Source: an optimization exercise on an open RTL-to-GDS flow (aim: small area, a short achievable clock period and few clock cycles). Production flows keep margins and buffers that such runs may drop. The RTL was checked by simulation tests, not by an equivalence proof against the original design. Power is estimated from default activity; no workload was simulated.

[design/flow/flow/run.sh]
#!/bin/bash
set -euo pipefail
export BUFFER_PORTS_ARGS="-buffer_cell sky130_fd_sc_hd__buf_1"
export SETUP_SLACK_MARGIN=7
bash standard.sh > standard.log 2>&1
[design/flow/standard.sh]
#!/bin/bash
# synth_recipe.tcl (not shown) runs the flow's synth.tcl, then flattens the netlist and writes it again
# the make line also repeats each setting of config.mk as NAME=value (left out here)
make -C /OpenROAD-flow-scripts/flow DESIGN_CONFIG=/design/flow/config.mk WORK_HOME=/design/flow/orfs CLKGATE_MAP_FILE= SYNTH_SCRIPT=/design/flow/synth_recipe.tcl "${@:-finish}"
[design/flow/config.mk]
export PLATFORM = sky130hd
export DESIGN_NAME = inv16_core
export DESIGN_NICKNAME = inv16_core
export VERILOG_FILES = /design/flow/design.v
export SDC_FILE = /design/flow/constraint.sdc
export NUM_CORES = 4
export LEC_CHECK = 0
export CAP_MARGIN = 30
export CORE_MARGIN = 2
export CORE_UTILIZATION = 45
export SLEW_MARGIN = 30
export TNS_END_PERCENT = 10
[design/flow/constraint.sdc]
create_clock -name core_clock -period 11.0 [get_ports {clk}]
set_input_delay 2.2000 -clock core_clock [delete_from_list [all_inputs] [get_ports {clk}]]
set_output_delay 2.2000 -clock core_clock [all_outputs]
set_load 0.01 [all_outputs]
[design/flow/design.v]
module inv16_core (
    input  wire         clk,
    input  wire         rst,           
    input  wire         start,         
    input  wire [15:0]  nsteps,        
    output wire         busy,
    input  wire         hw_we,
    input  wire [4:0]   hw_sel,        
    input  wire [15:0]  hw_data,
    output wire [255:0] regs,          
    output wire [15:0]  pc_o,
    output wire         dir_o,         
    output wire [1:0]   err_o,
    output wire         halted_o,
    output wire         brk_o,         
    output reg          mem_req,
    output reg          mem_we,
    output reg  [15:0]  mem_addr,
    output wire [15:0]  mem_wdata,     
    input  wire         mem_ack,
    input  wire [15:0]  mem_rdata      
);
    localparam S_IDLE  = 4'd0;
    localparam S_FETCH = 4'd1;    
    localparam S_EXEC  = 4'd2;    
    localparam S_SRMW  = 4'd3;    
    localparam S_DIV   = 4'd4;    
    localparam S_MUL   = 4'd5;    
    localparam S_SRR   = 4'd6;    
    localparam S_DRAIN = 4'd7;    
    localparam S_DIVA  = 4'd8;    
    localparam S_UNDO  = 4'd9;    
    localparam S_TWIN  = 4'd10;   
    localparam OP_ADD = 4'h0, OP_SUB = 4'h1, OP_ROR = 4'h2, OP_ROL = 4'h3;
    localparam OP_SHR = 4'h4, OP_SHL = 4'h5, OP_AND = 4'h6, OP_ORA = 4'h7;
    localparam OP_MUL = 4'h8, OP_DIV = 4'h9, OP_CMP = 4'hA, OP_JEQ = 4'hB;
    localparam OP_XRI = 4'hC, OP_SRR = 4'hD, OP_SRM = 4'hE, OP_BRK = 4'hF;
    localparam ERR_NONE = 2'd0, ERR_MISALIGNED = 2'd1;
    localparam ERR_MISMATCHED = 2'd2, ERR_SRR = 2'd3;
    reg [15:0] x [0:15];
    reg [15:0] pc;
    reg        dir;
    reg [1:0]  err;
    reg        halted;
    reg        brk_hit;
    reg [3:0]  state;
    reg        req_q;          
    reg        start_ok;       
    reg [15:0] ir;
    reg [15:0] oa, ob, oc;     
    reg        sub_q;          
    reg        eqk;            
    reg        f_sum, f_shr, f_shl, f_and, f_or, f_cmp, f_xri, f_div, f_srm;
    reg [15:0] steps_left;
    reg        last;           
    reg [15:0] dr;
    reg [15:0] dq;
    reg [3:0]  dcnt;           
    reg [3:0]  ufa;            
    genvar gi;
    generate
        for (gi = 0; gi < 16; gi = gi + 1) begin : g_regs
            assign regs[16*gi +: 16] = x[gi];
        end
    endgenerate
    assign busy     = (state != S_IDLE);
    assign pc_o     = pc;
    assign dir_o    = dir;
    assign err_o    = err;
    assign halted_o = halted;
    assign brk_o    = brk_hit;
    wire [7:0] byte1 = ir[15:8];
    wire [3:0] op = ir[7:4];
    wire [3:0] fa = ir[3:0];
    wire [3:0] fb = ir[15:12];
    wire [3:0] fc = ir[11:8];
    wire [3:0] sh = oc[3:0];
    reg  [15:0] pc_next;       
    wire [15:0] sum    = ob + (oc ^ {16{sub_q}}) + {15'd0, sub_q};
    wire        eq     = ~|(ob ^ oc);
    wire        lt     = (ob < oc);      
    function [3:0] leadpos(input [15:0] v);
        reg [1:0] g;
        reg [3:0] n;
        begin
            g = (|v[15:12]) ? 2'd3 : (|v[11:8]) ? 2'd2 : (|v[7:4]) ? 2'd1 : 2'd0;
            n = v[4*g +: 4];
            leadpos = {g, (n[3] ? 2'd3 : n[2] ? 2'd2 : n[1] ? 2'd1 : 2'd0)};
        end
    endfunction
    wire [3:0] dn = leadpos(ob) - leadpos(oc);         
    wire       div_zero = lt || (oc == 16'd0);         
    reg  [16:0] sh_in;
    reg  [3:0]  sh_amt;
    always @(*) begin
        if (f_div) begin
            sh_in  = {1'b0, ob};
            sh_amt = ~dcnt;
        end else if (f_shl) begin       
            sh_in  = {1'b0, ob};
            sh_amt = sh;
        end else begin                  
            sh_in  = {ob, 1'b0};
            sh_amt = ~sh;
        end
    end
    wire [31:0] sh_out = {15'd0, sh_in} << sh_amt;
    wire [15:0] alu_f = ({16{f_sum}} & sum)
                      | ({16{f_shr}} & sh_out[31:16])
                      | ({16{f_shl}} & sh_out[15:0])
                      | ({16{f_and}} & (ob & oc))
                      | ({16{f_or}}  & (ob | oc))
                      | ({16{f_cmp}} & (eq ? 16'h0000 : (lt ? 16'hFFFF : 16'h0001)))
                      | ({16{f_xri}} & {8'h00, byte1});
    reg [1:0] p0, p1, p2, p3;
    always @(*) begin
        case (fc[2:0])
            3'd0: {p0, p1, p2, p3} = {2'd0, 2'd1, 2'd2, 2'd3};  
            3'd1: {p0, p1, p2, p3} = {2'd1, 2'd0, 2'd2, 2'd3};  
            3'd2: {p0, p1, p2, p3} = {2'd0, 2'd1, 2'd3, 2'd2};  
            3'd3: {p0, p1, p2, p3} = {2'd1, 2'd0, 2'd3, 2'd2};  
            3'd4: {p0, p1, p2, p3} = {2'd2, 2'd3, 2'd0, 2'd1};  
            3'd5: {p0, p1, p2, p3} = {2'd3, 2'd2, 2'd1, 2'd0};  
            3'd6: {p0, p1, p2, p3} = {2'd0, 2'd2, 2'd1, 2'd3};  
            default: {p0, p1, p2, p3} = {2'd3, 2'd1, 2'd2, 2'd0};  
        endcase
    end
    wire        srr_hi = (state == S_SRR);
    wire [1:0]  q_lo   = srr_hi ? p2 : p0;
    wire [1:0]  q_hi   = srr_hi ? p3 : p1;
    wire [31:0] sbytes = {ob, oa};
    wire [15:0] srr_out = {sbytes[8*q_hi +: 8], sbytes[8*q_lo +: 8]};
    wire [16:0] div_trial = {dr, dq[15]} - {1'b0, oc};
    wire        div_bit   = ~div_trial[16];
    wire [15:0] div_q     = {dq[14:0], div_bit};
    wire mcs_1 = (ob[13] & oc[0]) ^ (ob[12] & oc[1]);
    wire mcs_2 = (ob[13] & oc[0]) & (ob[12] & oc[1]);
    wire mcs_3 = (ob[14] & oc[0]) ^ (ob[13] & oc[1]) ^ (ob[12] & oc[2]);
    wire mcs_4 = ((ob[14] & oc[0]) & (ob[13] & oc[1])) | ((ob[14] & oc[0]) & (ob[12] & oc[2])) | ((ob[13] & oc[1]) & (ob[12] & oc[2]));
    wire mcs_5 = (ob[11] & oc[3]) ^ (ob[10] & oc[4]);
    wire mcs_6 = (ob[11] & oc[3]) & (ob[10] & oc[4]);
    wire mcs_7 = (ob[15] & oc[0]) ^ (ob[14] & oc[1]) ^ (ob[13] & oc[2]);
    wire mcs_8 = ((ob[15] & oc[0]) & (ob[14] & oc[1])) | ((ob[15] & oc[0]) & (ob[13] & oc[2])) | ((ob[14] & oc[1]) & (ob[13] & oc[2]));
    wire mcs_9 = (ob[12] & oc[3]) ^ (ob[11] & oc[4]) ^ (ob[10] & oc[5]);
    wire mcs_10 = ((ob[12] & oc[3]) & (ob[11] & oc[4])) | ((ob[12] & oc[3]) & (ob[10] & oc[5])) | ((ob[11] & oc[4]) & (ob[10] & oc[5]));
    wire mcs_11 = (ob[9] & oc[6]) ^ (ob[8] & oc[7]);
    wire mcs_12 = (ob[9] & oc[6]) & (ob[8] & oc[7]);
    wire mcs_13 = (ob[9] & oc[0]) ^ (ob[8] & oc[1]);
    wire mcs_14 = (ob[9] & oc[0]) & (ob[8] & oc[1]);
    wire mcs_15 = (ob[10] & oc[0]) ^ (ob[9] & oc[1]) ^ (ob[8] & oc[2]);
    wire mcs_16 = ((ob[10] & oc[0]) & (ob[9] & oc[1])) | ((ob[10] & oc[0]) & (ob[8] & oc[2])) | ((ob[9] & oc[1]) & (ob[8] & oc[2]));
    wire mcs_17 = (ob[7] & oc[3]) ^ (ob[6] & oc[4]);
    wire mcs_18 = (ob[7] & oc[3]) & (ob[6] & oc[4]);
    wire mcs_19 = (ob[11] & oc[0]) ^ (ob[10] & oc[1]) ^ (ob[9] & oc[2]);
    wire mcs_20 = ((ob[11] & oc[0]) & (ob[10] & oc[1])) | ((ob[11] & oc[0]) & (ob[9] & oc[2])) | ((ob[10] & oc[1]) & (ob[9] & oc[2]));
    wire mcs_21 = (ob[8] & oc[3]) ^ (ob[7] & oc[4]) ^ (ob[6] & oc[5]);
    wire mcs_22 = ((ob[8] & oc[3]) & (ob[7] & oc[4])) | ((ob[8] & oc[3]) & (ob[6] & oc[5])) | ((ob[7] & oc[4]) & (ob[6] & oc[5]));
    wire mcs_23 = (ob[5] & oc[6]) ^ (ob[4] & oc[7]);
    wire mcs_24 = (ob[5] & oc[6]) & (ob[4] & oc[7]);
    wire mcs_25 = (ob[12] & oc[0]) ^ (ob[11] & oc[1]) ^ (ob[10] & oc[2]);
    wire mcs_26 = ((ob[12] & oc[0]) & (ob[11] & oc[1])) | ((ob[12] & oc[0]) & (ob[10] & oc[2])) | ((ob[11] & oc[1]) & (ob[10] & oc[2]));
    wire mcs_27 = (ob[9] & oc[3]) ^ (ob[8] & oc[4]) ^ (ob[7] & oc[5]);
    wire mcs_28 = ((ob[9] & oc[3]) & (ob[8] & oc[4])) | ((ob[9] & oc[3]) & (ob[7] & oc[5])) | ((ob[8] & oc[4]) & (ob[7] & oc[5]));
    wire mcs_29 = (ob[6] & oc[6]) ^ (ob[5] & oc[7]) ^ (ob[4] & oc[8]);
    wire mcs_30 = ((ob[6] & oc[6]) & (ob[5] & oc[7])) | ((ob[6] & oc[6]) & (ob[4] & oc[8])) | ((ob[5] & oc[7]) & (ob[4] & oc[8]));
    wire mcs_31 = (ob[3] & oc[9]) ^ (ob[2] & oc[10]);
    wire mcs_32 = (ob[3] & oc[9]) & (ob[2] & oc[10]);
    wire mcs_33 = (ob[11] & oc[2]) ^ (ob[10] & oc[3]) ^ (ob[9] & oc[4]);
    wire mcs_34 = ((ob[11] & oc[2]) & (ob[10] & oc[3])) | ((ob[11] & oc[2]) & (ob[9] & oc[4])) | ((ob[10] & oc[3]) & (ob[9] & oc[4]));
    wire mcs_35 = (ob[8] & oc[5]) ^ (ob[7] & oc[6]) ^ (ob[6] & oc[7]);
    wire mcs_36 = ((ob[8] & oc[5]) & (ob[7] & oc[6])) | ((ob[8] & oc[5]) & (ob[6] & oc[7])) | ((ob[7] & oc[6]) & (ob[6] & oc[7]));
    wire mcs_37 = (ob[5] & oc[8]) ^ (ob[4] & oc[9]) ^ (ob[3] & oc[10]);
    wire mcs_38 = ((ob[5] & oc[8]) & (ob[4] & oc[9])) | ((ob[5] & oc[8]) & (ob[3] & oc[10])) | ((ob[4] & oc[9]) & (ob[3] & oc[10]));
    wire mcs_39 = (ob[2] & oc[11]) ^ (ob[1] & oc[12]) ^ (ob[0] & oc[13]);
    wire mcs_40 = ((ob[2] & oc[11]) & (ob[1] & oc[12])) | ((ob[2] & oc[11]) & (ob[0] & oc[13])) | ((ob[1] & oc[12]) & (ob[0] & oc[13]));
    wire mcs_41 = mcs_2 ^ (ob[9] & oc[5]) ^ (ob[8] & oc[6]);
    wire mcs_42 = (mcs_2 & (ob[9] & oc[5])) | (mcs_2 & (ob[8] & oc[6])) | ((ob[9] & oc[5]) & (ob[8] & oc[6]));
    wire mcs_43 = (ob[7] & oc[7]) ^ (ob[6] & oc[8]) ^ (ob[5] & oc[9]);
    wire mcs_44 = ((ob[7] & oc[7]) & (ob[6] & oc[8])) | ((ob[7] & oc[7]) & (ob[5] & oc[9])) | ((ob[6] & oc[8]) & (ob[5] & oc[9]));
    wire mcs_45 = (ob[4] & oc[10]) ^ (ob[3] & oc[11]) ^ (ob[2] & oc[12]);
    wire mcs_46 = ((ob[4] & oc[10]) & (ob[3] & oc[11])) | ((ob[4] & oc[10]) & (ob[2] & oc[12])) | ((ob[3] & oc[11]) & (ob[2] & oc[12]));
    wire mcs_47 = (ob[1] & oc[13]) ^ (ob[0] & oc[14]) ^ mcs_3;
    wire mcs_48 = ((ob[1] & oc[13]) & (ob[0] & oc[14])) | ((ob[1] & oc[13]) & mcs_3) | ((ob[0] & oc[14]) & mcs_3);
    wire mcs_49 = mcs_4 ^ mcs_6 ^ (ob[7] & oc[8]);
    wire mcs_50 = (mcs_4 & mcs_6) | (mcs_4 & (ob[7] & oc[8])) | (mcs_6 & (ob[7] & oc[8]));
    wire mcs_51 = (ob[6] & oc[9]) ^ (ob[5] & oc[10]) ^ (ob[4] & oc[11]);
    wire mcs_52 = ((ob[6] & oc[9]) & (ob[5] & oc[10])) | ((ob[6] & oc[9]) & (ob[4] & oc[11])) | ((ob[5] & oc[10]) & (ob[4] & oc[11]));
    wire mcs_53 = (ob[3] & oc[12]) ^ (ob[2] & oc[13]) ^ (ob[1] & oc[14]);
    wire mcs_54 = ((ob[3] & oc[12]) & (ob[2] & oc[13])) | ((ob[3] & oc[12]) & (ob[1] & oc[14])) | ((ob[2] & oc[13]) & (ob[1] & oc[14]));
    wire mcs_55 = (ob[0] & oc[15]) ^ mcs_7 ^ mcs_9;
    wire mcs_56 = ((ob[0] & oc[15]) & mcs_7) | ((ob[0] & oc[15]) & mcs_9) | (mcs_7 & mcs_9);
    wire mcs_57 = (ob[6] & oc[0]) ^ (ob[5] & oc[1]);
    wire mcs_58 = (ob[6] & oc[0]) & (ob[5] & oc[1]);
    wire mcs_59 = (ob[7] & oc[0]) ^ (ob[6] & oc[1]) ^ (ob[5] & oc[2]);
    wire mcs_60 = ((ob[7] & oc[0]) & (ob[6] & oc[1])) | ((ob[7] & oc[0]) & (ob[5] & oc[2])) | ((ob[6] & oc[1]) & (ob[5] & oc[2]));
    wire mcs_61 = (ob[4] & oc[3]) ^ (ob[3] & oc[4]);
    wire mcs_62 = (ob[4] & oc[3]) & (ob[3] & oc[4]);
    wire mcs_63 = (ob[8] & oc[0]) ^ (ob[7] & oc[1]) ^ (ob[6] & oc[2]);
    wire mcs_64 = ((ob[8] & oc[0]) & (ob[7] & oc[1])) | ((ob[8] & oc[0]) & (ob[6] & oc[2])) | ((ob[7] & oc[1]) & (ob[6] & oc[2]));
    wire mcs_65 = (ob[5] & oc[3]) ^ (ob[4] & oc[4]) ^ (ob[3] & oc[5]);
    wire mcs_66 = ((ob[5] & oc[3]) & (ob[4] & oc[4])) | ((ob[5] & oc[3]) & (ob[3] & oc[5])) | ((ob[4] & oc[4]) & (ob[3] & oc[5]));
    wire mcs_67 = (ob[2] & oc[6]) ^ (ob[1] & oc[7]);
    wire mcs_68 = (ob[2] & oc[6]) & (ob[1] & oc[7]);
    wire mcs_69 = (ob[7] & oc[2]) ^ (ob[6] & oc[3]) ^ (ob[5] & oc[4]);
    wire mcs_70 = ((ob[7] & oc[2]) & (ob[6] & oc[3])) | ((ob[7] & oc[2]) & (ob[5] & oc[4])) | ((ob[6] & oc[3]) & (ob[5] & oc[4]));
    wire mcs_71 = (ob[4] & oc[5]) ^ (ob[3] & oc[6]) ^ (ob[2] & oc[7]);
    wire mcs_72 = ((ob[4] & oc[5]) & (ob[3] & oc[6])) | ((ob[4] & oc[5]) & (ob[2] & oc[7])) | ((ob[3] & oc[6]) & (ob[2] & oc[7]));
    wire mcs_73 = (ob[1] & oc[8]) ^ (ob[0] & oc[9]) ^ mcs_13;
    wire mcs_74 = ((ob[1] & oc[8]) & (ob[0] & oc[9])) | ((ob[1] & oc[8]) & mcs_13) | ((ob[0] & oc[9]) & mcs_13);
    wire mcs_75 = mcs_14 ^ (ob[5] & oc[5]) ^ (ob[4] & oc[6]);
    wire mcs_76 = (mcs_14 & (ob[5] & oc[5])) | (mcs_14 & (ob[4] & oc[6])) | ((ob[5] & oc[5]) & (ob[4] & oc[6]));
    wire mcs_77 = (ob[3] & oc[7]) ^ (ob[2] & oc[8]) ^ (ob[1] & oc[9]);
    wire mcs_78 = ((ob[3] & oc[7]) & (ob[2] & oc[8])) | ((ob[3] & oc[7]) & (ob[1] & oc[9])) | ((ob[2] & oc[8]) & (ob[1] & oc[9]));
    wire mcs_79 = (ob[0] & oc[10]) ^ mcs_15 ^ mcs_17;
    wire mcs_80 = ((ob[0] & oc[10]) & mcs_15) | ((ob[0] & oc[10]) & mcs_17) | (mcs_15 & mcs_17);
    wire mcs_81 = mcs_16 ^ mcs_18 ^ (ob[3] & oc[8]);
    wire mcs_82 = (mcs_16 & mcs_18) | (mcs_16 & (ob[3] & oc[8])) | (mcs_18 & (ob[3] & oc[8]));
    wire mcs_83 = (ob[2] & oc[9]) ^ (ob[1] & oc[10]) ^ (ob[0] & oc[11]);
    wire mcs_84 = ((ob[2] & oc[9]) & (ob[1] & oc[10])) | ((ob[2] & oc[9]) & (ob[0] & oc[11])) | ((ob[1] & oc[10]) & (ob[0] & oc[11]));
    wire mcs_85 = mcs_19 ^ mcs_21 ^ mcs_23;
    wire mcs_86 = (mcs_19 & mcs_21) | (mcs_19 & mcs_23) | (mcs_21 & mcs_23);
    wire mcs_87 = mcs_20 ^ mcs_22 ^ mcs_24;
    wire mcs_88 = (mcs_20 & mcs_22) | (mcs_20 & mcs_24) | (mcs_22 & mcs_24);
    wire mcs_89 = (ob[1] & oc[11]) ^ (ob[0] & oc[12]) ^ mcs_25;
    wire mcs_90 = ((ob[1] & oc[11]) & (ob[0] & oc[12])) | ((ob[1] & oc[11]) & mcs_25) | ((ob[0] & oc[12]) & mcs_25);
    wire mcs_91 = mcs_27 ^ mcs_29 ^ mcs_31;
    wire mcs_92 = (mcs_27 & mcs_29) | (mcs_27 & mcs_31) | (mcs_29 & mcs_31);
    wire mcs_93 = mcs_26 ^ mcs_28 ^ mcs_30;
    wire mcs_94 = (mcs_26 & mcs_28) | (mcs_26 & mcs_30) | (mcs_28 & mcs_30);
    wire mcs_95 = mcs_32 ^ mcs_1 ^ mcs_33;
    wire mcs_96 = (mcs_32 & mcs_1) | (mcs_32 & mcs_33) | (mcs_1 & mcs_33);
    wire mcs_97 = mcs_35 ^ mcs_37 ^ mcs_39;
    wire mcs_98 = (mcs_35 & mcs_37) | (mcs_35 & mcs_39) | (mcs_37 & mcs_39);
    wire mcs_99 = mcs_34 ^ mcs_36 ^ mcs_38;
    wire mcs_100 = (mcs_34 & mcs_36) | (mcs_34 & mcs_38) | (mcs_36 & mcs_38);
    wire mcs_101 = mcs_40 ^ mcs_5 ^ mcs_41;
    wire mcs_102 = (mcs_40 & mcs_5) | (mcs_40 & mcs_41) | (mcs_5 & mcs_41);
    wire mcs_103 = mcs_43 ^ mcs_45 ^ mcs_47;
    wire mcs_104 = (mcs_43 & mcs_45) | (mcs_43 & mcs_47) | (mcs_45 & mcs_47);
    wire mcs_105 = mcs_42 ^ mcs_44 ^ mcs_46;
    wire mcs_106 = (mcs_42 & mcs_44) | (mcs_42 & mcs_46) | (mcs_44 & mcs_46);
    wire mcs_107 = mcs_48 ^ mcs_11 ^ mcs_49;
    wire mcs_108 = (mcs_48 & mcs_11) | (mcs_48 & mcs_49) | (mcs_11 & mcs_49);
    wire mcs_109 = mcs_51 ^ mcs_53 ^ mcs_55;
    wire mcs_110 = (mcs_51 & mcs_53) | (mcs_51 & mcs_55) | (mcs_53 & mcs_55);
    wire mcs_111 = (ob[4] & oc[0]) ^ (ob[3] & oc[1]);
    wire mcs_112 = (ob[4] & oc[0]) & (ob[3] & oc[1]);
    wire mcs_113 = (ob[5] & oc[0]) ^ (ob[4] & oc[1]) ^ (ob[3] & oc[2]);
    wire mcs_114 = ((ob[5] & oc[0]) & (ob[4] & oc[1])) | ((ob[5] & oc[0]) & (ob[3] & oc[2])) | ((ob[4] & oc[1]) & (ob[3] & oc[2]));
    wire mcs_115 = (ob[2] & oc[3]) ^ (ob[1] & oc[4]);
    wire mcs_116 = (ob[2] & oc[3]) & (ob[1] & oc[4]);
    wire mcs_117 = (ob[4] & oc[2]) ^ (ob[3] & oc[3]) ^ (ob[2] & oc[4]);
    wire mcs_118 = ((ob[4] & oc[2]) & (ob[3] & oc[3])) | ((ob[4] & oc[2]) & (ob[2] & oc[4])) | ((ob[3] & oc[3]) & (ob[2] & oc[4]));
    wire mcs_119 = (ob[1] & oc[5]) ^ (ob[0] & oc[6]) ^ mcs_57;
    wire mcs_120 = ((ob[1] & oc[5]) & (ob[0] & oc[6])) | ((ob[1] & oc[5]) & mcs_57) | ((ob[0] & oc[6]) & mcs_57);
    wire mcs_121 = mcs_58 ^ (ob[2] & oc[5]) ^ (ob[1] & oc[6]);
    wire mcs_122 = (mcs_58 & (ob[2] & oc[5])) | (mcs_58 & (ob[1] & oc[6])) | ((ob[2] & oc[5]) & (ob[1] & oc[6]));
    wire mcs_123 = (ob[0] & oc[7]) ^ mcs_59 ^ mcs_61;
    wire mcs_124 = ((ob[0] & oc[7]) & mcs_59) | ((ob[0] & oc[7]) & mcs_61) | (mcs_59 & mcs_61);
    wire mcs_125 = mcs_60 ^ mcs_62 ^ (ob[0] & oc[8]);
    wire mcs_126 = (mcs_60 & mcs_62) | (mcs_60 & (ob[0] & oc[8])) | (mcs_62 & (ob[0] & oc[8]));
    wire mcs_127 = mcs_63 ^ mcs_65 ^ mcs_67;
    wire mcs_128 = (mcs_63 & mcs_65) | (mcs_63 & mcs_67) | (mcs_65 & mcs_67);
    wire mcs_129 = mcs_64 ^ mcs_66 ^ mcs_68;
    wire mcs_130 = (mcs_64 & mcs_66) | (mcs_64 & mcs_68) | (mcs_66 & mcs_68);
    wire mcs_131 = mcs_69 ^ mcs_71 ^ mcs_73;
    wire mcs_132 = (mcs_69 & mcs_71) | (mcs_69 & mcs_73) | (mcs_71 & mcs_73);
    wire mcs_133 = mcs_70 ^ mcs_72 ^ mcs_74;
    wire mcs_134 = (mcs_70 & mcs_72) | (mcs_70 & mcs_74) | (mcs_72 & mcs_74);
    wire mcs_135 = mcs_75 ^ mcs_77 ^ mcs_79;
    wire mcs_136 = (mcs_75 & mcs_77) | (mcs_75 & mcs_79) | (mcs_77 & mcs_79);
    wire mcs_137 = mcs_76 ^ mcs_78 ^ mcs_80;
    wire mcs_138 = (mcs_76 & mcs_78) | (mcs_76 & mcs_80) | (mcs_78 & mcs_80);
    wire mcs_139 = mcs_81 ^ mcs_83 ^ mcs_85;
    wire mcs_140 = (mcs_81 & mcs_83) | (mcs_81 & mcs_85) | (mcs_83 & mcs_85);
    wire mcs_141 = mcs_82 ^ mcs_84 ^ mcs_86;
    wire mcs_142 = (mcs_82 & mcs_84) | (mcs_82 & mcs_86) | (mcs_84 & mcs_86);
    wire mcs_143 = mcs_87 ^ mcs_89 ^ mcs_91;
    wire mcs_144 = (mcs_87 & mcs_89) | (mcs_87 & mcs_91) | (mcs_89 & mcs_91);
    wire mcs_145 = mcs_88 ^ mcs_90 ^ mcs_92;
    wire mcs_146 = (mcs_88 & mcs_90) | (mcs_88 & mcs_92) | (mcs_90 & mcs_92);
    wire mcs_147 = mcs_93 ^ mcs_95 ^ mcs_97;
    wire mcs_148 = (mcs_93 & mcs_95) | (mcs_93 & mcs_97) | (mcs_95 & mcs_97);
    wire mcs_149 = mcs_94 ^ mcs_96 ^ mcs_98;
    wire mcs_150 = (mcs_94 & mcs_96) | (mcs_94 & mcs_98) | (mcs_96 & mcs_98);
    wire mcs_151 = mcs_99 ^ mcs_101 ^ mcs_103;
    wire mcs_152 = (mcs_99 & mcs_101) | (mcs_99 & mcs_103) | (mcs_101 & mcs_103);
    wire mcs_153 = mcs_100 ^ mcs_102 ^ mcs_104;
    wire mcs_154 = (mcs_100 & mcs_102) | (mcs_100 & mcs_104) | (mcs_102 & mcs_104);
    wire mcs_155 = mcs_105 ^ mcs_107 ^ mcs_109;
    wire mcs_156 = (mcs_105 & mcs_107) | (mcs_105 & mcs_109) | (mcs_107 & mcs_109);
    wire mcs_157 = (ob[3] & oc[0]) ^ (ob[2] & oc[1]);
    wire mcs_158 = (ob[3] & oc[0]) & (ob[2] & oc[1]);
    wire mcs_159 = (ob[2] & oc[2]) ^ (ob[1] & oc[3]) ^ (ob[0] & oc[4]);
    wire mcs_160 = ((ob[2] & oc[2]) & (ob[1] & oc[3])) | ((ob[2] & oc[2]) & (ob[0] & oc[4])) | ((ob[1] & oc[3]) & (ob[0] & oc[4]));
    wire mcs_161 = mcs_112 ^ (ob[0] & oc[5]) ^ mcs_113;
    wire mcs_162 = (mcs_112 & (ob[0] & oc[5])) | (mcs_112 & mcs_113) | ((ob[0] & oc[5]) & mcs_113);
    wire mcs_163 = mcs_114 ^ mcs_116 ^ mcs_117;
    wire mcs_164 = (mcs_114 & mcs_116) | (mcs_114 & mcs_117) | (mcs_116 & mcs_117);
    wire mcs_165 = mcs_118 ^ mcs_120 ^ mcs_121;
    wire mcs_166 = (mcs_118 & mcs_120) | (mcs_118 & mcs_121) | (mcs_120 & mcs_121);
    wire mcs_167 = mcs_122 ^ mcs_124 ^ mcs_125;
    wire mcs_168 = (mcs_122 & mcs_124) | (mcs_122 & mcs_125) | (mcs_124 & mcs_125);
    wire mcs_169 = mcs_126 ^ mcs_128 ^ mcs_129;
    wire mcs_170 = (mcs_126 & mcs_128) | (mcs_126 & mcs_129) | (mcs_128 & mcs_129);
    wire mcs_171 = mcs_130 ^ mcs_132 ^ mcs_133;
    wire mcs_172 = (mcs_130 & mcs_132) | (mcs_130 & mcs_133) | (mcs_132 & mcs_133);
    wire mcs_173 = mcs_134 ^ mcs_136 ^ mcs_137;
    wire mcs_174 = (mcs_134 & mcs_136) | (mcs_134 & mcs_137) | (mcs_136 & mcs_137);
    wire mcs_175 = mcs_138 ^ mcs_140 ^ mcs_141;
    wire mcs_176 = (mcs_138 & mcs_140) | (mcs_138 & mcs_141) | (mcs_140 & mcs_141);
    wire mcs_177 = mcs_142 ^ mcs_144 ^ mcs_145;
    wire mcs_178 = (mcs_142 & mcs_144) | (mcs_142 & mcs_145) | (mcs_144 & mcs_145);
    wire mcs_179 = mcs_146 ^ mcs_148 ^ mcs_149;
    wire mcs_180 = (mcs_146 & mcs_148) | (mcs_146 & mcs_149) | (mcs_148 & mcs_149);
    wire mcs_181 = mcs_150 ^ mcs_152 ^ mcs_153;
    wire mcs_182 = (mcs_150 & mcs_152) | (mcs_150 & mcs_153) | (mcs_152 & mcs_153);
    wire mcs_183 = (ob[2] & oc[0]) ^ (ob[1] & oc[1]);
    wire mcs_184 = (ob[2] & oc[0]) & (ob[1] & oc[1]);
    wire mcs_185 = (ob[1] & oc[2]) ^ (ob[0] & oc[3]) ^ mcs_157;
    wire mcs_186 = ((ob[1] & oc[2]) & (ob[0] & oc[3])) | ((ob[1] & oc[2]) & mcs_157) | ((ob[0] & oc[3]) & mcs_157);
    wire mcs_187 = mcs_158 ^ mcs_111 ^ mcs_159;
    wire mcs_188 = (mcs_158 & mcs_111) | (mcs_158 & mcs_159) | (mcs_111 & mcs_159);
    wire mcs_189 = mcs_160 ^ mcs_115 ^ mcs_161;
    wire mcs_190 = (mcs_160 & mcs_115) | (mcs_160 & mcs_161) | (mcs_115 & mcs_161);
    wire mcs_191 = mcs_162 ^ mcs_119 ^ mcs_163;
    wire mcs_192 = (mcs_162 & mcs_119) | (mcs_162 & mcs_163) | (mcs_119 & mcs_163);
    wire mcs_193 = mcs_164 ^ mcs_123 ^ mcs_165;
    wire mcs_194 = (mcs_164 & mcs_123) | (mcs_164 & mcs_165) | (mcs_123 & mcs_165);
    wire mcs_195 = mcs_166 ^ mcs_127 ^ mcs_167;
    wire mcs_196 = (mcs_166 & mcs_127) | (mcs_166 & mcs_167) | (mcs_127 & mcs_167);
    wire mcs_197 = mcs_168 ^ mcs_131 ^ mcs_169;
    wire mcs_198 = (mcs_168 & mcs_131) | (mcs_168 & mcs_169) | (mcs_131 & mcs_169);
    wire mcs_199 = mcs_170 ^ mcs_135 ^ mcs_171;
    wire mcs_200 = (mcs_170 & mcs_135) | (mcs_170 & mcs_171) | (mcs_135 & mcs_171);
    wire mcs_201 = mcs_172 ^ mcs_139 ^ mcs_173;
    wire mcs_202 = (mcs_172 & mcs_139) | (mcs_172 & mcs_173) | (mcs_139 & mcs_173);
    wire mcs_203 = mcs_174 ^ mcs_143 ^ mcs_175;
    wire mcs_204 = (mcs_174 & mcs_143) | (mcs_174 & mcs_175) | (mcs_143 & mcs_175);
    wire mcs_205 = mcs_176 ^ mcs_147 ^ mcs_177;
    wire mcs_206 = (mcs_176 & mcs_147) | (mcs_176 & mcs_177) | (mcs_147 & mcs_177);
    wire mcs_207 = mcs_178 ^ mcs_151 ^ mcs_179;
    wire mcs_208 = (mcs_178 & mcs_151) | (mcs_178 & mcs_179) | (mcs_151 & mcs_179);
    wire mcs_209 = mcs_180 ^ mcs_155 ^ mcs_181;
    wire mcs_210 = (mcs_180 & mcs_155) | (mcs_180 & mcs_181) | (mcs_155 & mcs_181);
    wire [15:0] mul_s = {mcs_208, mcs_206, mcs_204, mcs_202, mcs_200, mcs_198, mcs_196, mcs_194, mcs_192, mcs_190, mcs_188, mcs_186, mcs_184, (ob[0] & oc[2]), (ob[1] & oc[0]), (ob[0] & oc[0])};
    wire [15:0] mul_c = {mcs_209, mcs_207, mcs_205, mcs_203, mcs_201, mcs_199, mcs_197, mcs_195, mcs_193, mcs_191, mcs_189, mcs_187, mcs_185, mcs_183, (ob[0] & oc[1]), 1'b0};
    wire [15:0] mul_q = dr + dq;
    wire twin_ok = (mem_rdata == ir);
    reg [15:0] pc_d;
    reg [15:0] base_addr;
    always @(*) begin
        mem_req   = req_q || (start && start_ok);
        mem_we    = 1'b0;
        base_addr = pc_next;
        case (state)
            S_IDLE, S_FETCH, S_DRAIN: base_addr = pc;
            S_EXEC:  if (f_srm) base_addr = ob;
            S_SRMW:  begin mem_we = 1'b1; base_addr = ob; end
            S_TWIN:  base_addr = oa;
            default: ;
        endcase
    end
    wire twin_now = (state == S_EXEC) && (op == OP_JEQ) && eqk && !oa[0];
    always @(*) mem_addr = twin_now ? oa : base_addr;
    assign mem_wdata = oa;
    reg done, ld;
    always @(*) begin
        done = 1'b0;
        ld   = 1'b0;
        case (state)
            S_IDLE:  ld = start && err == ERR_NONE && !halted && nsteps != 16'd0 && mem_ack;
            S_FETCH: ld = mem_ack;
            S_EXEC:  if (mem_ack) begin
                case (op)
                    OP_BRK, OP_SRM, OP_MUL, OP_SRR: ;
                    OP_JEQ:  done = !eq || (eqk && !oa[0]);    
                    OP_DIV:  done = div_zero;
                    default: done = 1'b1;
                endcase
            end
            S_MUL, S_SRR, S_TWIN: done = mem_ack;
            S_DIV:   done = (dcnt == 4'd0) && mem_ack;
            default: ;
        endcase
        if (done && !last) ld = 1'b1;
    end
    reg        we;
    reg [3:0]  wa;
    reg [15:0] wd;
    always @(*) begin
        we = 1'b0;
        wa = fa;
        wd = oa ^ alu_f;
        case (state)
            S_IDLE: begin
                we = hw_we && !start && !hw_sel[4];
                wa = hw_sel[3:0];
                wd = hw_data;
            end
            S_EXEC: if (mem_ack) begin
                case (op)
                    OP_DIV, OP_BRK, OP_SRM, OP_MUL: ;
                    OP_SRR: begin
                        we = !fc[3];
                        wd = srr_out;
                    end
                    OP_JEQ: begin
                        we = eqk && !oa[0];
                        wd = pc;
                    end
                    default: we = 1'b1;
                endcase
            end
            S_TWIN: begin
                we = mem_ack;
                wd = dr;           
            end
            S_SRMW: begin
                we = mem_ack;
                wd = dr;
            end
            S_MUL: begin
                we = mem_ack;
                wd = oa ^ mul_q;
            end
            S_SRR: begin
                we = mem_ack;
                wa = fb;
                wd = srr_out;
            end
            S_DIV: begin
                we = (dcnt == 4'd0) && mem_ack;
                wd = oa ^ div_q;
            end
            S_UNDO: begin
                we = 1'b1;
                wa = ufa;
                wd = dq;
            end
            default: ;
        endcase
    end
    function [15:0] rdport(input [3:0] sel, input [255:0] r);
        integer k;
        begin
            rdport = 16'h0000;
            for (k = 0; k < 16; k = k + 1)
                rdport = rdport | (r[16*k +: 16] & {16{sel == k}});
        end
    endfunction
    wire [3:0]  na = mem_rdata[3:0];
    wire [3:0]  nb = mem_rdata[15:12];
    wire [3:0]  nc = mem_rdata[11:8];
    wire [15:0] ra = (we && wa == na) ? wd : rdport(na, regs);
    wire [15:0] rb = (we && wa == nb) ? wd : rdport(nb, regs);
    wire [15:0] rc = (we && wa == nc) ? wd : rdport(nc, regs);
    wire        eqk_d = (nb == nc);
    always @(posedge clk) begin
        if (ld) begin
            ir <= mem_rdata;
            oa <= ra;
            ob <= rb;
            oc <= rc;
            sub_q <= (mem_rdata[7:4] != OP_ADD);
            eqk   <= eqk_d;
            f_sum <= (mem_rdata[7:4] == OP_ADD) || (mem_rdata[7:4] == OP_SUB);
            f_shr <= (mem_rdata[7:4] == OP_ROR) || (mem_rdata[7:4] == OP_SHR);
            f_shl <= (mem_rdata[7:4] == OP_ROL) || (mem_rdata[7:4] == OP_SHL);
            f_and <= (mem_rdata[7:4] == OP_AND);
            f_or  <= (mem_rdata[7:4] == OP_ORA);
            f_cmp <= (mem_rdata[7:4] == OP_CMP);
            f_xri <= (mem_rdata[7:4] == OP_XRI);
            f_div <= (mem_rdata[7:4] == OP_DIV);
            f_srm <= (mem_rdata[7:4] == OP_SRM);
        end
    end
    reg [3:0] sn;
    reg [1:0] en;
    reg       hn;
    reg [3:0] cn;
    always @(posedge clk) begin
        pc <= pc_d;
        sn = state;
        en = err;
        hn = halted;
        cn = dcnt;
        if (rst) begin
            dir        <= 1'b0;
            en        = ERR_NONE;
            hn     = 1'b0;
            brk_hit    <= 1'b0;
            sn      = S_IDLE;
        end else begin
            if (done) begin
                steps_left <= steps_left - 16'd1;
                last       <= (steps_left == 16'd2);
                sn      = last ? S_IDLE : S_EXEC;
            end
            case (state)
                S_IDLE: begin
                    if (start) begin
                        brk_hit    <= 1'b0;
                        steps_left <= nsteps;
                        last       <= (nsteps == 16'd1);
                        if (err == ERR_NONE && !halted) begin
                            if (nsteps == 16'd0)
                                sn = mem_ack ? S_IDLE : S_DRAIN;
                            else
                                sn = mem_ack ? S_EXEC : S_FETCH;
                        end
                    end else if (hw_we) begin
                        case (hw_sel)
                            5'd17:   dir <= hw_data[0];
                            5'd18:   en = hw_data[1:0];
                            default: ;
                        endcase
                    end
                end
                S_DRAIN: if (mem_ack) sn = S_IDLE;
                S_FETCH: if (mem_ack) sn = S_EXEC;
                S_EXEC: if (mem_ack) begin
                    case (op)
                        OP_BRK: begin
                            brk_hit <= 1'b1;
                            if (fa == 4'hF && fb == 4'hF)
                                hn = 1'b1;
                            sn = S_IDLE;
                        end
                        OP_SRR: begin
                            if (fc[3]) begin
                                en   = ERR_SRR;
                                sn = S_IDLE;
                            end else begin
                                sn = S_SRR;
                            end
                        end
                        OP_JEQ: begin
                            dr  <= pc;
                            dq  <= oa;
                            ufa <= fa;
                            if (eqk) begin
                                if (oa[0]) begin
                                    en   = ERR_MISALIGNED;
                                    sn = S_IDLE;
                                end else if (!twin_ok) begin
                                    en   = ERR_MISMATCHED;
                                    sn = S_UNDO;
                                end
                            end else if (eq) begin
                                if (oa[0]) begin
                                    en   = ERR_MISALIGNED;
                                    sn = S_UNDO;
                                end else
                                    sn = S_TWIN;
                            end
                        end
                        OP_SRM: begin
                            dr    <= mem_rdata;
                            sn = S_SRMW;
                        end
                        OP_DIV: begin
                            if (!div_zero) begin
                                cn  = dn;
                                sn = S_DIVA;
                            end
                        end
                        OP_MUL: begin
                            dr    <= mul_s;
                            dq    <= mul_c;
                            sn = S_MUL;
                        end
                        default: ;
                    endcase
                end
                S_SRMW: begin
                    if (mem_ack) begin
                        steps_left <= steps_left - 16'd1;
                        last       <= (steps_left == 16'd2);
                        sn      = last ? S_IDLE : S_FETCH;
                    end
                end
                S_MUL, S_SRR: ;
                S_UNDO: sn = S_IDLE;
                S_DIVA: begin
                    {dr, dq} <= sh_out[31:0];
                    sn    = S_DIV;
                end
                S_TWIN: if (mem_ack) begin
                    if (!twin_ok) begin
                        en   = ERR_MISMATCHED;
                        sn = S_UNDO;
                    end
                end
                S_DIV: begin
                    if (dcnt != 4'd0) begin
                        cn = dcnt - 4'd1;
                        dr   <= div_bit ? div_trial[15:0] : {dr[14:0], dq[15]};
                        dq   <= div_q;
                    end
                end
                default: sn = S_IDLE;
            endcase
        end
        state    <= sn;
        err      <= en;
        halted   <= hn;
        dcnt     <= cn;
        req_q    <= (sn == S_FETCH) || (sn == S_DRAIN) || (sn == S_EXEC) || (sn == S_SRMW) ||
                    (sn == S_MUL) || (sn == S_SRR) || (sn == S_TWIN) ||
                    (sn == S_DIV && cn == 4'd0);
        start_ok <= (sn == S_IDLE) && en == ERR_NONE && !hn;
    end
    reg [15:0] pc_adv;
    always @(*) begin
        pc_adv = pc;
        case (state)
            S_EXEC: begin
                case (op)
                    OP_BRK:  if (!(fa == 4'hF && fb == 4'hF)) pc_adv = pc_next;
                    OP_SRR, OP_SRM, OP_MUL: ;
                    OP_JEQ:  if (!eqk) pc_adv = pc_next; else if (!oa[0]) pc_adv = oa;
                    OP_DIV:  if (div_zero) pc_adv = pc_next;
                    default: pc_adv = pc_next;
                endcase
            end
            S_SRMW, S_MUL, S_SRR: pc_adv = pc_next;
            S_DIV:   if (dcnt == 4'd0) pc_adv = pc_next;
            S_UNDO:  pc_adv = dr;
            S_TWIN:  pc_adv = oa;
            default: ;
        endcase
    end
    wire pc_hold = mem_req && !mem_ack;
    always @(*) begin
        if (rst)
            pc_d = 16'h0000;
        else if (state == S_IDLE)
            pc_d = (!start && hw_we && hw_sel == 5'd16) ? hw_data : pc;
        else
            pc_d = pc_hold ? pc : pc_adv;
    end
    wire [15:0] pcn_src = rst ? 16'h0000 : (state == S_IDLE) ? pc : pc_adv;
    wire        pcn_dir = !rst && dir;
    function [15:0] step2(input [15:0] v, input d);
        reg [14:0] t;
        integer i;
        begin
            t = v[15:1] ^ {15{d}};
            step2[0] = v[0];
            step2[1] = ~v[1];
            for (i = 1; i < 15; i = i + 1)
                step2[i + 1] = v[i + 1] ^ (&(t | ~((15'd1 << i) - 15'd1)));
        end
    endfunction
    always @(posedge clk)
        if (rst || state == S_IDLE || !pc_hold)
            pc_next <= step2(pcn_src, pcn_dir);
    wire [15:0] wd_r = rst ? 16'h0000 : wd;
    integer i;
    always @(posedge clk) begin
        for (i = 0; i < 16; i = i + 1)
            if (rst || (we && wa == i))
                x[i] <= wd_r;
    end
endmodule
==> results of run 1 <==
-- cell usage in the layout (no fill, tap or decap), drive strengths merged, types with 25 or more instances in the layout --
| cell | synthesis | final |
|---|---|---|
| buf | 21 | 697 |
| edfxtp | 400 | 400 |
| nand2 | 298 | 298 |
| nor2 | 298 | 298 |
| a22oi | 250 | 250 |
| a21oi | 222 | 222 |
| o21ai | 160 | 160 |
| inv | 160 | 156 |
| nand3 | 146 | 147 |
| nor3 | 122 | 122 |
| ha | 114 | 114 |
| a221oi | 114 | 114 |
| xnor2 | 85 | 85 |
| fa | 82 | 82 |
| a22o | 81 | 81 |
| xor2 | 79 | 79 |
| clkbuf | 222 | 63 |
| mux2i | 55 | 55 |
| a222oi | 52 | 52 |
| nand4 | 42 | 42 |
| clkinv | 11 | 33 |
| nor4 | 32 | 32 |
| nand2b | 31 | 31 |
| dfxtp | 31 | 31 |
| a211oi | 30 | 30 |
| o21a | 29 | 29 |
| o221ai | 25 | 25 |
-- how the worst min path moves through the flow --
stage | startpoint | to | slack (ns) | cells after the start
2_1_floorplan | ir[0] | ufa[0] | 0.49 | 0
3_3_place_gp | brk_hit | brk_hit | 0.51 | 2
3_5_place_dp | brk_hit | brk_hit | 0.52 | 2
4_1_cts | ir[1] | ufa[1] | 0.53 | 0
5_1_grt | ir[1] | ufa[1] | 0.55 | 0
6_report | brk_hit | brk_hit | 0.54 | 2
-- where the power goes --
group	switching, mW	leakage [nW]	internal, mW	total [mW]
registers	0.348	4.27	2.13	2.48
logic	2.48	10.4	1.38	3.86
clock network	0.751	0.763	0.914	1.67
total	3.58	15.4	4.42	8.00
-- critical path, cell delays in order --
cell and delay [ns]:
buf_12 0.10, a21o_1 0.15, buf_2 0.13
-- repair_timing --
item,in CTS,in global routing
pin swaps,31,40
gates resized for setup,166,165
cloned,9,5
setup endpoints to repair,619,598
setup buffers,100,60
-- registers in the layout (all words and copies together) (netlist names), 4 cells and up --
name,flops
steps_left,16
dq,16
dr,16
oa,16
ufa,4
ob,16
dcnt,4
oc,16
ir,16
x,256
pc_next,16
pc,16
state,4
-- metrics by stage --
step | worst slack, ns | std cells | util, %
after global routing | 6.197 | 5098 | 56.18
after floorplan | 6.217 | 3565 | -
after detailed placement | 5.354 | 4825 | 49.92
after CTS | 6.196 | 5022 | 54.34
final | 6.215 | 5103 | 56.19
after global placement | 5.499 | 4814 | 49.55
-- kinds of logic (layout without fill, tap and decap cells) --
family | count (synthesis) | after routing
compound gates | 1190 | 1190
simple gates | 1091 | 1092
flops | 431 | 431
buf+inv | 415 | 973
fa+ha+maj | 196 | 196
xor+xnor | 164 | 164
mux | 78 | 78
other cells | 0 | 10
-- per-layer routing --
metal / global-route usage, % / vias up / part of all wire [%]
met5: 0 / - / 0.043
met4: 30.55 / 10 / 9.2
met3: 18.02 / 1110 / 15
met2: 67.31 / 3609 / 41
met1: 56.57 / 17640 / 35
li1: - / 14870 / -
-- area by class of cell --
type | instances | area share [%]
Antenna cell | 10 | 0.06012
Clock buffer | 49 | 2.844
Clock inverter | 39 | 0.9740
Inverter | 171 | 1.819
Multi-Input combinational cell | 2720 | 49.08
Sequential cell | 431 | 30.37
Tap cell | 969 | 2.913
Timing Repair Buffer | 714 | 11.94
==> results_dict.tcl, run 1 <==
set metrics [dict create \
    avgRoutedWirePerCell_um 36.26 \
    cts-hold-fix-buffers 0 \
    fin_crit_ns 4.785 \
    grt_first_pass_wirelength_um 257100 \
    route.detailed.drc 0 \
    worstSetupPathType "input port to output port" \
    track_usage_pct 46.14 \
    reg2regPathDepth 14 \
    antenna_found_initial 10 \
    drive_above_1_share_pct 17.51 \
    finalSetupViolations 0 \
    cts_tree "yes" \
    yosys.area_share.simple_pct 15.38 \
    netlist_area_mm2 0.03347 \
    fill_cells 6636 \
    grt_start_max_net_pins 60 \
    yosysTopAreaCellShare_pct 35.89 \
    synth-xor-area-share_pct 4.291 \
    rrSetupSlack_ns 6.32 \
    dp_hpwl_um 127000 \
    synth_top_area_cell "edfxtp_1" \
    placed_area_mm2 0.03698 \
    fin_area_mm2 0.04162 \
    yosysUniqueCellTypes 106 \
    synthMuxAreaShare_pct 2.968 \
    maxClockFrequency_mhz 209.0 \
    htreeDepth 2 \
    endpoint_kind "output port" \
    cts_buffers 47 \
    hold-worst-slack_ns 0.5369 \
    fp-row-count 100 \
    die_w_um 276.7 \
    slew_headroom_pct 22.48 \
    clockRootBuffer "clkbuf_16" \
    p_total_mw 8.001 \
    syn_nets 3819 \
    yosys_warnings 2 \
    postRouteAntennaNets 0 \
    report.final.slew_viol_count 0 \
    clk_path_buf_depth 3 \
    gr-total-overflow 0 \
    synth.top_cells.by_count "edfxtp_1 (400), nand2_1 (298), nor2_1 (297)" \
    grt_pass1_vias 34350 \
    endpoint "mem_req" \
    hp-class "flop to flop" \
    seq_area_mm2 0.01264 \
    grt_setup_unrepaired "true" \
    cap_violations 0 \
    routed_wl_um 185000 \
    multi_input_area_mm2 0.02043 \
    die_area_mm2 0.07658 \
    initial_utilization_pct 45.19 \
    ys_ff_latch 431 \
    hold_viol 0 \
    ys.flop_type "edfxtp_1" \
    r2r_end "dr[13]" \
    drtPass1Iterations 13 \
    p_per_area_mw_per_mm2 192.2 \
    p_leak_nw 15.42 \
    clk_latency_ns 0.63 \
    ir_drop_v 0.0001712 \
    boundaryPins 370 \
    clkTransAtPathRegs_ns 0.06 \
    area_delta_synth_final_pct 24.35 \
    crit_path_start_kind "input port" \
    required_ns 8.80 \
    clock_skew_ns 0.04911 \
    finalCritPeriodShare_pct 43.50 \
    critPathLaunch "start" \
    synth_compound_area_share_pct 25.71 \
    worstMarginPinSlew_ns 1.163 \
    synth_top_family_by_area "compound AO/OA/AOI/OAI gates" \
    fin_tns_setup_ns 0 \
    core_area_mm2 0.07407 \
    cp_max_fo 2 \
    rr_startpoint "ob[8]" \
    synth.area.top_cells "edfxtp_1 (36%), a22oi_1 (5.6%), fa_1 (4.9%)" \
    synth_edf_count 400 \
    cts_sinks 431 \
    drtIter0Drc 7053 \
    ys_seq_area_share_pct 37.74 \
    yosysMostFrequentCell "edfxtp_1" \
    nets 4339 \
    io_buffer_count 369 \
    vias 37230 \
    status "no timing/DRC/antenna violations" \
    gp_congestion 1.090 \
    viasPerCell 7.296 \
    worstPathArrival_ns 2.59 \
    die_y_um 276.7 \
    netlist_instances 3565 \
    synth_area_per_cell_um2 9.389 \
    synthAdderAreaFrac_pct 9.166 \
    async_flop_share_pct 0 \
]
Testbench counts, summed over its fixed seeds: cycles 122,403.
==> run 2, diff against run 1 <==
==> design/flow/flow/run.sh (replaced) <==
#!/bin/bash
set -euo pipefail
export BUFFER_PORTS_ARGS="-buffer_cell sky130_fd_sc_hd__buf_1"
export SETUP_SLACK_MARGIN=6.5
bash standard.sh > standard.log 2>&1
--- a/design/flow/config.mk
+++ b/design/flow/config.mk
@@ -7,6 +7,6 @@
 export LEC_CHECK = 0
 export CAP_MARGIN = 30
 export CORE_MARGIN = 2
-export CORE_UTILIZATION = 45
+export CORE_UTILIZATION = 50
 export SLEW_MARGIN = 30
 export TNS_END_PERCENT = 10
==> results_dict.tcl, run 2 <==
set metrics [dict create \
    cts_sinks 431 \
    status "no timing/DRC/antenna violations" \
    viasPerCell 7.784 \
    finalCritPeriodShare_pct 45.75 \
    netlist_instances 3565 \
    cp_top_family "compound AO/OA/AOI/OAI gates" \
    core_area_mm2 0.06598 \
    largest_register "x" \
    synth_area_per_cell_um2 9.389 \
    layout_commonest_cell "edfxtp_1" \
    synth.area.top_cells "edfxtp_1 (36%), a22oi_1 (5.6%), fa_1 (4.9%)" \
    yosysTopAreaCellShare_pct 35.89 \
    die_w_um 262.7 \
    clock_skew_ns 0.03137 \
    cts_tree "yes" \
    grt_first_pass_wirelength_um 265300 \
    initial_utilization_pct 50.73 \
    grt_setup_unrepaired "true" \
    hp-class "flop to flop" \
    fill_cells 5598 \
    mostFrequentLayoutCells "edfxtp_1 (400), buf_1 (355), nand2_1 (295), nor2_1 (272), a22oi_1 (250)" \
    crit_chain "nand2b_4 > buf_4 > nor2_4 > buf_16 > a222oi_1 > nand3_1 > o21a_1 > clkbuf_2" \
    finalSetupViolations 0 \
    die_area_mm2 0.06903 \
    clk_path_buf_depth 3 \
    clockRootBuffer "clkbuf_16" \
    crit_path_start_kind "flop" \
    postRouteAntennaNets 0 \
    required_ns 8.80 \
    placed_area_mm2 0.03669 \
    hold_viol 0 \
    ir_drop_v 0.0002066 \
    ys.flop_type "edfxtp_1" \
    yosysMostFrequentCell "edfxtp_1" \
    largest_register_ff_count 256 \
    rrSetupSlack_ns 6.07 \
    cap_violations 0 \
    synth_edf_count 400 \
    dp_hpwl_um 131400 \
    slowest_delay_ns 0.84 \
    async_flop_share_pct 0 \
    drtPass1Iterations 15 \
    drive_above_1_share_pct 14.88 \
    holdPathStages 2 \
    cts-hold-fix-buffers 0 \
    antenna_found_initial 13 \
    boundaryPins 370 \
    report.final.slew_viol_count 0 \
    worstPathArrival_ns 2.83 \
    routed_wl_um 190400 \
    route.detailed.drc 0 \
    syn_nets 3819 \
    track_usage_pct 52.95 \
    avgRoutedWirePerCell_um 38.53 \
    ys_seq_area_share_pct 37.74 \
    vias 38450 \
    fin_area_mm2 0.04030 \
    slew_headroom_pct 19.13 \
    io_buffer_count 369 \
    maxClockFrequency_mhz 198.7 \
    endpoint_kind "output port" \
    cp_max_fo 7 \
    htreeDepth 2 \
    worstMarginPinSlew_ns 1.204 \
    fp-row-count 94 \
    drtIter0Drc 8558 \
    clkTransAtPathRegs_ns 0.06 \
    reg2regPathDepth 13 \
    area_delta_synth_final_pct 20.39 \
    p_per_area_mw_per_mm2 194.5 \
    fin_crit_ns 5.033 \
    fin_tns_setup_ns 0 \
    gr-total-overflow 0 \
    ys_ff_latch 431 \
    yosys_warnings 2 \
    p_leak_nw 14.86 \
    netlist_area_mm2 0.03347 \
    nets 4281 \
    grt_start_max_net_pins 69 \
    cts_buffers 49 \
    die_y_um 262.7 \
    clk_latency_ns 0.64 \
    path_depth 8 \
    path_buf_inv 3 \
    grt_pass1_vias 35880 \
    synth_top_area_cell "edfxtp_1" \
    worstSetupPathType "flop to output port" \
    yosysUniqueCellTypes 106 \
    synth.top_cells.by_count "edfxtp_1 (400), nand2_1 (298), nor2_1 (297)" \
    gp_congestion 1.104 \
    crit_slowest_cell "a222oi_1" \
]
[run 2: cell count changes in the layout (fill, tap and decap cells not counted), moves of 6 or more]
cell     change
o21ai_0      +7
nand3_1     +11
nand3_2      -9
fa_1         +7
buf_12      -22
buf_2        -6
buf_1        +8
inv_1       +11
fa_2         -7
buf_4       -27
o21ai_1      -6
[run 2: per-layer routing]
metal / global-route usage (%) / vias up / wire [um]
met5: 3.604 / - / 477
met4: 38.30 / 26 / 19430
met3: 26.08 / 1463 / 33090
met2: 74.15 / 4330 / 75680
met1: 62.47 / 17900 / 61680
li1: - / 14730 / -
[run 2: logic make-up after synthesis]
group,after synthesis,share of synthesized area (%)
compound gates,1190,25.71
simple gates,1091,15.38
flops,431,37.74
xor+xnor,164,4.291
buf+inv,415,4.744
fa+ha+maj,196,9.166
mux,78,2.968
[run 2: worst min-delay path, delay by kind of cell (launching register included)]
kind	cells	cell delay (ns)
simple gates	2	0.16
flops	1	0.33
[run 2: per-stage QoR]
step	setup slack [ns]	hold WS [ns]	util (%)	std cells	total power, mW
2_1_floorplan	6.169	0.4920	-	3565	4.213
3_3_place_gp	5.597	0.5081	55.26	4697	5.693
3_5_place_dp	5.399	0.5218	55.61	4707	5.741
4_1_cts	6.190	0.5318	59.25	4847	7.465
5_1_grt	6.009	0.5787	61.03	4930	7.992
6_report	5.967	0.5350	61.07	4940	7.837
[run 2: final timing paths]
check,from,to
hold reg to reg,halted,halted
setup / recovery,state[0],mem_addr[1]
setup reg to reg,dr[0],oc[14]
hold / removal,halted,halted
[run 2: what timing repair did]
action                     CTS  global route
setup endpoints to repair  419           405
buffers inserted            46            78
cloned                       5             1
gates resized for setup    111            95
pin swaps                   33            30
[run 2: final cells by class]
cell class,instances,area [um^2],share of cell area (%)
clock inverter,33,306.5,0.7607
multi-input combinational,2720,20220,50.17
sequential,431,12650,31.39
clock buffer,56,1262,3.133
antenna,11,27.53,0.06831
tap,864,1081,2.683
inverter,171,709.4,1.761
timing repair buffer,654,4046,10.04
[run 2: power breakdown]
| part | leakage, nW | switching, mW | internal (mW) | total [mW] |
|---|---|---|---|---|
| clock | 0.744 | 0.764 | 0.902 | 1.67 |
| combinational | 9.84 | 2.43 | 1.24 | 3.67 |
| sequential | 4.27 | 0.374 | 2.13 | 2.50 |
| total | 14.9 | 3.56 | 4.27 | 7.84 |
==> run 3, diff against run 2 <==
--- a/design/flow/config.mk
+++ b/design/flow/config.mk
@@ -7,6 +7,6 @@
 export LEC_CHECK = 0
 export CAP_MARGIN = 30
 export CORE_MARGIN = 2
-export CORE_UTILIZATION = 50
+export CORE_UTILIZATION = 45
 export SLEW_MARGIN = 30
-export TNS_END_PERCENT = 10
+export TNS_END_PERCENT = 25
==> results_dict.tcl, run 3 <==
set metrics [dict create \
    worstMarginPinSlew_ns 1.109 \
    share_seq_of_total_power_pct 31.5 \
    p_clk_share_pct 21.2 \
    drive_above_1_share_pct 15.46 \
    grt_first_pass_wirelength_um 255100 \
    area_delta_synth_final_pct 21.72 \
    gr-max-usage-layer "met2" \
    viasPerCell 7.287 \
    async_flop_share_pct 0 \
    synth.area.top_cells "edfxtp_1 (36%), a22oi_1 (5.6%), fa_1 (4.9%)" \
    postRouteAntennaNets 0 \
    worstSetupPathType "flop to output port" \
    cp_top_family "compound AO/OA/AOI/OAI gates" \
    clk_path_buf_depth 3 \
    antenna_found_initial 7 \
    path_buf_inv 3 \
    status "no timing/DRC/antenna violations" \
    hp-class "flop to flop" \
    yosys_warnings 2 \
    hold_path_end "brk_hit" \
    ys_ff_latch 431 \
    die_w_um 276.7 \
    dp_hpwl_um 130300 \
    rr_startpoint "f_div" \
    p_leak_nw 15.00 \
    rrSetupSlack_ns 6.26 \
    p_per_area_mw_per_mm2 194.2 \
    fp-row-count 100 \
    intPower_mw 4.337 \
    cts_sinks 431 \
    synth_area_per_cell_um2 9.389 \
    largest_register_ff_count 256 \
    ys_seq_area_share_pct 37.74 \
    routed_wl_um 185200 \
    yosysMostFrequentCell "edfxtp_1" \
    min-delay-start "brk_hit" \
    clk_latency_ns 0.66 \
    grt_start_max_net_pins 73 \
    endpoint_kind "output port" \
    netlist_instances 3565 \
    htreeDepth 2 \
    fill_cells 6760 \
    clock_skew_ns 0.07564 \
    holdPathStages 2 \
    r2r_end "x[7][13]" \
    finalCritPeriodShare_pct 45.34 \
    slew_headroom_pct 25.26 \
    die_y_um 276.7 \
    mostFrequentLayoutCells "edfxtp_1 (400), buf_1 (360), nand2_1 (294), nor2_1 (264), a22oi_1 (250)" \
    clkTransAtPathRegs_ns 0.06 \
    grtUsageMet3_pct 16.09 \
    slowest_delay_ns 0.67 \
    fin_tns_setup_ns 0 \
    cts_tree "yes" \
    ir_drop_v 0.0001550 \
    reg2regPathDepth 11 \
    yosysUniqueCellTypes 106 \
    cp_common_cell "nand2_4" \
    grt_use_met1_pct 56.94 \
    grt_use_met2_pct 67.51 \
    initial_utilization_pct 45.19 \
    boundaryPins 370 \
    largest_register "x" \
    nets 4297 \
    track_usage_pct 46.14 \
    vias 36850 \
    gr-total-overflow 0 \
    io_buffer_count 369 \
    hold_viol 0 \
    route.detailed.drc 0 \
    swShare_pct 45.17 \
    drtPass1Iterations 14 \
    required_ns 8.80 \
    cts-hold-fix-buffers 0 \
    hold-worst-slack_ns 0.5230 \
    cap_violations 0 \
    fin_crit_ns 4.987 \
    syn_nets 3819 \
    die_area_mm2 0.07658 \
    power_frac_comb_pct 47.3 \
    core_area_mm2 0.07407 \
    gp_congestion 1.037 \
    synth_top_area_cell "edfxtp_1" \
    report.final.slew_viol_count 0 \
    netlist_area_mm2 0.03347 \
    crit_slowest_cell "a222oi_1" \
    crit_chain "nand2b_4 > nor3_2 > buf_6 > nand2_4 > nand2_4 > a222oi_1 > buf_4 > nand3_2 > o21a_1 > buf_2" \
    finalSetupViolations 0 \
    yosysTopAreaCellShare_pct 35.89 \
    grt_setup_unrepaired "true" \
    drtIter0Drc 7002 \
    clockRootBuffer "clkbuf_16" \
    crit_path_start_kind "flop" \
    worstPathArrival_ns 2.79 \
    layout_commonest_cell "edfxtp_1" \
    synth_edf_count 400 \
    grt_pass1_vias 33760 \
    cts_buffers 48 \
    avgRoutedWirePerCell_um 36.62 \
    synth.top_cells.by_count "edfxtp_1 (400), nand2_1 (298), nor2_1 (297)" \
    maxClockFrequency_mhz 200.5 \
    p_sw_mw 3.573 \
    ys.flop_type "edfxtp_1" \
    cp_max_fo 6 \
]
## run 3: cell counts after synthesis
No cell type changed its count.
## run 3: power groups by stage
stage                     combinational [mW]  sequential (mW)  clock (mW)
after floorplan                         1.79             2.42           0
after global placement                  3.31             2.51           0
after detailed placement                3.33             2.50           0
after CTS                               3.44             2.46        1.68
after global routing                    3.87             2.49        1.74
final                                   3.74             2.49        1.68
## run 3: what timing repair did
item | 4_1_cts | 5_1_grt
gates resized for setup | 97 | 141
pin swaps | 36 | 49
endpoints found under the hold margin | 0 | 0
buffers inserted | 53 | 73
cloned | 4 | 1
endpoints found under the setup margin | 421 | 319
## run 3: per-layer routing
| metal | vias up | routed length [um] |
|---|---|---|
| met5 | - | 125 |
| met4 | 6 | 16990 |
| met3 | 996 | 26350 |
| met2 | 3614 | 76940 |
| met1 | 17480 | 64760 |
| li1 | 14760 | - |
## run 3: stage by stage
step                area, um^2  util [%]  setup slack [ns]  power, mW  instances
CTS                      39470     53.29             6.150      7.583       4969
detailed placement       37020     49.97             5.285      5.830       4824
global placement         36660     49.50             5.420      5.825       4810
finish                   40740     55.00             6.013      7.910       5057
floorplan                33550         -             6.169      4.213       3565
global route             40730     54.99             6.015      8.101       5053
## run 3: how the worst max path moves through the flow
| stage | from | end | slack (ns) | cells after the start |
|---|---|---|---|---|
| 2_1_floorplan | start | mem_req | 6.17 | 2 |
| 3_3_place_gp | ob[1] | x[12][2] | 5.42 | 14 |
| 3_5_place_dp | ob[1] | x[1][2] | 5.28 | 14 |
| 4_1_cts | state[0] | mem_addr[6] | 6.15 | 9 |
| 5_1_grt | state[0] | mem_addr[5] | 6.02 | 10 |
| 6_report | state[0] | mem_addr[5] | 6.01 | 10 |
## run 3: cell type report
cell class / count / area (um^2) / area share, %
Sequential cell: 431 / 12640 / 31.04
Antenna cell: 7 / 17.52 / 0.04300
Inverter: 171 / 742.0 / 1.821
Clock inverter: 32 / 300.3 / 0.7371
Clock buffer: 56 / 1309 / 3.212
Tap cell: 969 / 1212 / 2.976
Multi-Input combinational cell: 2720 / 20220 / 49.63
Timing Repair Buffer: 671 / 4297 / 10.55
## run 3: worst reg2reg max path, stage by stage (launching register included)
cell and delay [ns]:
edfxtp_1 0.68, and2_0 0.69, o32ai_1 0.15, a21oi_1 0.21, a21oi_1 0.13, o21ai_0 0.88
mux2i_2 0.35, o211a_1 0.31, o211ai_1 0.13, a221o_1 0.19, a21boi_1 0.16, nor2_2 0.57
## run 3: cell families after synthesis
kind of cell | synth area share [%]
AOI/OAI and AO/OA | 25.71
and+or+nand+nor | 15.38
DFF | 37.74
buffers and inverters | 4.744
adders and majority gates | 9.166
xor gates and xnor gates | 4.291
muxes | 2.968

[separate check: timing with driven ports]
The results above use ideal ports. As a check the final layouts listed here were re-extracted and re-timed, cells and wires unchanged.
Step 1: set_driving_cell puts a clkbuf_16 on clk and a buf_2 on each other input, an assumption about the parent block.
Step 2 times the ports against the registers' clock, not the clock port: input delays grow and output delays shrink by t, the midpoint of the rising clock arrivals with the driver on.
Slacks: ideal / step 1 / step 2; pairs: ideal / step 1.
| run | shift t [ns] | slack for setup (ns) | worst slew at a driven data input, ns |
|---|---|---|---|
| run 1 | 0.676 | 6.215 / 6.161 / 5.873 | 0.12 |
| run 2 | 0.693 | 5.967 / 5.898 / 5.382 | 0.07 |
| run 3 | 0.697 | 6.013 / 5.941 / 5.662 | 0.10 |
After both steps setup and hold are still met in every run listed. The setup slack of run 2, which loses most, moves by -0.069 ns with the drivers and by -0.585 ns with both steps.
